This design comes from an exercise in tuning for small area, a short achievable clock period and few clock cycles per item on the open sky130 flow, not from production work. RTL that was checked went through simulation tests only; none was proved equivalent to the original. Power figures rest on the tool's default switching activity, not on a simulated workload.

Design llmp16_alu, start of the top module:
module llmp16_alu (
    input  wire        clk,
    input  wire        rst,           
    input  wire        in_valid,
    output wire        in_ready,
    input  wire [15:0] in_instr,      
    input  wire [15:0] in_a,          
    input  wire [15:0] in_b,          
    output reg         out_valid,
    output reg  [15:0] out_result,
    output reg  [3:0]  out_dest,
    output reg         out_reg_we,
    output wire [3:0]  out_flags,     
    output reg         out_flags_we
);
    localparam [3:0] OP_NOP = 4'd0,  OP_ADD = 4'd1,  OP_SUB = 4'd2,  OP_CMP = 4'd3,
                     OP_AND = 4'd4,  OP_TST = 4'd5,  OP_OR  = 4'd6,  OP_XOR = 4'd7,
                     OP_SHL = 4'd8,  OP_SHR = 4'd9,  OP_SAR = 4'd10, OP_MUL = 4'd11,
                     OP_DIV = 4'd12, OP_MOD = 4'd13;
    genvar gi;
    wire [3:0] cls = in_instr[15:12];
    wire [3:0] t   = in_instr[11:8];
    wire [3:0] fx  = in_instr[7:4];
    wire [3:0] fy  = in_instr[3:0];
    wire       c23 = (cls[3:1] == 3'b001);
    wire       c4  = (cls == 4'b0100);
    wire [9:0] tt;
    generate for (gi = 0; gi < 10; gi = gi + 1) begin : g_t
        assign tt[gi] = (t == gi);
    end endgenerate
    wire i_add = (c23 || c4) && tt[0];                        
    wire i_sub = c23 && tt[1] || c4 && (tt[1] || tt[3]);      
    wire i_cmp = c23 && tt[8];
    wire i_and = c23 && tt[5];
    wire i_tst = c23 && tt[9];
    wire i_or  = c23 && tt[6];
    wire i_xor = c23 && tt[7] || c4 && tt[2];                 
    wire i_shl = c4 && (tt[4] || tt[7]);
    wire i_shr = c4 && (tt[5] || tt[8]);
    wire i_sar = c4 && (tt[6] || tt[9]);
    wire i_mul = c23 && tt[2];
    wire i_div = c23 && tt[3];
    wire i_mod = c23 && tt[4];
    wire i_one = c4 && (tt[0] || tt[1]);                      
    wire i_not = c4 && tt[2];                                 
  ...
Size in the first run: ~1700 cells after synthesis, about 88 flip-flops, roughly 79 I/O pins.
Settings: LEC_CHECK=0, CAP_MARGIN=20, CORE_MARGIN=2, CORE_UTILIZATION=45, SLEW_MARGIN=20; clock period 10.0 ns.
standard.sh (not shown) runs the stock make flow with config.mk's settings and CLKGATE_MAP_FILE= SYNTH_SCRIPT=/design/flow/synth_recipe.tcl, a recipe that flattens the netlist after the stock synthesis.
==> flow/flow/run.sh <==
#!/bin/bash
set -euo pipefail
bash standard.sh SETUP_SLACK_MARGIN=5.7 finish > standard_flow.log 2>&1
The starting point produced a clean layout.
Rerun with:
==> flow/run.sh (new file) <==
#!/bin/bash
# synth_recipe.tcl (not shown) runs the flow's synth.tcl, then flattens the netlist and writes it again
# the make line also repeats each setting of config.mk as NAME=value (left out here)
make -C /OpenROAD-flow-scripts/flow DESIGN_CONFIG=/design/flow/config.mk WORK_HOME=/design/flow/orfs CLKGATE_MAP_FILE= SYNTH_SCRIPT=/design/flow/synth_recipe.tcl finish
SETUP_SLACK_MARGIN = 5   (was default)
removed: flow/flow/run.sh
removed: flow/standard.sh
Effect: Via count went down by 0.99%; sequential share of layout area went up by 0.27 points; hold slack barely changes; count of clock-buffer cells in the layout stays the same; setup slack gets worse by 0.59 ns; area after synthesis stays the same.
No run of this note included a check of the RTL's function; only the layout flow was run.

llmp16_alu, a different RTL version from the one above (not shown whole).
Size in the first run: roughly 2000 cells after synthesis, about 97 flip-flops, roughly 79 I/O pins, ~0.013 sq mm of cells after synthesis.
clock: 10.0 ns
lec_check: 0
abc_area: 1
cap_margin: 20
core_margin: 2
core_utilization: 45
slew_margin: 20
==> flow/flow/run.sh <==
#!/bin/bash
set -euo pipefail
bash standard.sh SETUP_SLACK_MARGIN=6.6 "BUFFER_PORTS_ARGS=-buffer_cell sky130_fd_sc_hd__buf_1" finish > standard_flow.log 2>&1
Testbench counts at the start, summed over its fixed seeds: cycles 16,318, ops 12,000.
Then changed:
==> flow/flow/run.sh (replaced) <==
#!/bin/bash
set -euo pipefail
bash standard.sh SETUP_SLACK_MARGIN=6.3 "BUFFER_PORTS_ARGS=-buffer_cell sky130_fd_sc_hd__buf_1" finish > standard_flow.log 2>&1
Settings changed: ABC_AREA 1 to default.
Result: The new run ran to the end with no violations; routed wire length went up by 7.6%; power went up by 3.4%; global-route usage went up by 4.8 points; synthesized cell count went down by 18%; clock-buffer cell count does not change; area after synthesis went down by 3.6%; clock skew went up by 0.0095 ns.
Then changed:
Settings changed: ABC_AREA from default to 1, CORE_UTILIZATION 45 to 40.
What happened: The changed run went through all stages and came out clean. Worst setup slack is better by 0.20 ns. Clock skew decreases by 0.0050 ns. Cell area came out lower by a few percent. Non-clock buffer count fell by 56.

Starting RTL as in the previous note.
clock: 10.0 ns
lec_check: 0
abc_area: 1
cap_margin: 20
core_margin: 2
core_utilization: 45
place_density: 0.7
slew_margin: 20
==> flow/flow/run.sh <==
#!/bin/bash
set -euo pipefail
bash standard.sh SETUP_SLACK_MARGIN=6.3 "BUFFER_PORTS_ARGS=-buffer_cell sky130_fd_sc_hd__buf_1" finish > standard_flow.log 2>&1
Testbench counts at the start, summed over its fixed seeds: cycles 16,318, ops 12,000.
Then changed:
Settings changed: PLACE_DENSITY 0.7 to default.
Count of clock-buffer cells in the layout goes up by 2; setup slack gets better by 35 ps; wire length goes up by 2.4%; first-iteration DRC count goes up by 19%; combinational power stays flat; hold slack barely changes.

v6:
Another version of the RTL of llmp16_alu (not shown whole).
For scale: roughly 2000 cells after synthesis, roughly 88 flip-flops, about 79 I/O pins.
clock: 10.0 ns
lec_check: 0
abc_area: 1
cap_margin: 20
core_margin: 2
core_utilization: 45
slew_margin: 20
==> flow/flow/run.sh <==
#!/bin/bash
set -euo pipefail
bash standard.sh SETUP_SLACK_MARGIN=5.9 finish > standard_flow.log 2>&1
Testbench counts of v6, summed over its fixed seeds: cycles 16,318, ops 12,000.
## Diff of input files: v7 against v6
- ABC_AREA removed (was 1)
==> flow/flow/run.sh <==
#!/bin/bash
set -euo pipefail
bash standard.sh SETUP_SLACK_MARGIN=5.7 finish > standard_flow.log 2>&1
Results
In the tables for v6 and v7, core utilization reads higher with v6. Diff v6 -> v7 | instance count after placement with tap cells included | down by more than 10%. v7 has number of logic stages on the critical path including buffering below what v6 had. sky130_fd_sc_hd__nand2_1 as the most common cell after layout, fill and taps aside was reported by v6, and sky130_fd_sc_hd__nor2_1 by v7. v7 reports a higher total inserted antenna cells than v6 does. Minimum period implied by the final worst setup slack: v7 vs v6 up 0.22 ns. Going from v6 to v7, compound-gate portion of the synthesized area rose by 11 points; total power climbed 4.8%; critical path's largest stage delay lost 0.03 ns; routed wire length now larger. Compared with v6, v7 shows a higher logic gate share of total power. Relative to v6, sequential share of layout area increased by 0.27 points in v7.

==> port drivers added, routing unchanged <==
How much do the figures lean on ideal ports? The routed layouts below were timed once more, with nothing changed but the port constraints.
Step 1, drivers: a clkbuf_16 drives clk and a buf_2 each remaining input, both assumed.
Step 2 adds t to the input delays and takes it off the output delays; t is the mean of the earliest and latest rising clock arrival at the registers after step 1. Input paths then give back, and output paths get back, about the clock's delay inside the block.
Slacks: ideal / step 1 / step 2; pairs: ideal / step 1.
| run | t (ns) | slack for setup (ns) | slew at the worst register clock pin (ns) |
|---|---|---|---|
| the first run of note 1 | 0.421 | 5.778 / 5.807 / 5.389 | 0.09 / 0.09 |
| the second run of note 1 | 0.417 | 5.191 / 5.219 / 4.802 | 0.09 / 0.09 |
| the first run of note 2 | 0.420 | 6.385 / 6.335 / 6.222 | 0.09 / 0.09 |
| the second run of note 2 | 0.418 | 6.106 / 6.106 / 5.861 | 0.09 / 0.09 |
| the third run of note 2 | 0.413 | 6.309 / 6.262 / 5.960 | 0.09 / 0.09 |
| the first run of note 3 | 0.414 | 6.322 / 6.275 / 6.032 | 0.09 / 0.09 |
| the second run of note 3 | 0.419 | 6.357 / 6.323 / 6.047 | 0.08 / 0.08 |
| v6 | 0.415 | 5.958 / 5.985 / 5.570 | 0.09 / 0.09 |
| v7 | 0.417 | 5.740 / 5.740 / 5.437 | 0.09 / 0.09 |
After both steps every run listed still meets setup and hold.
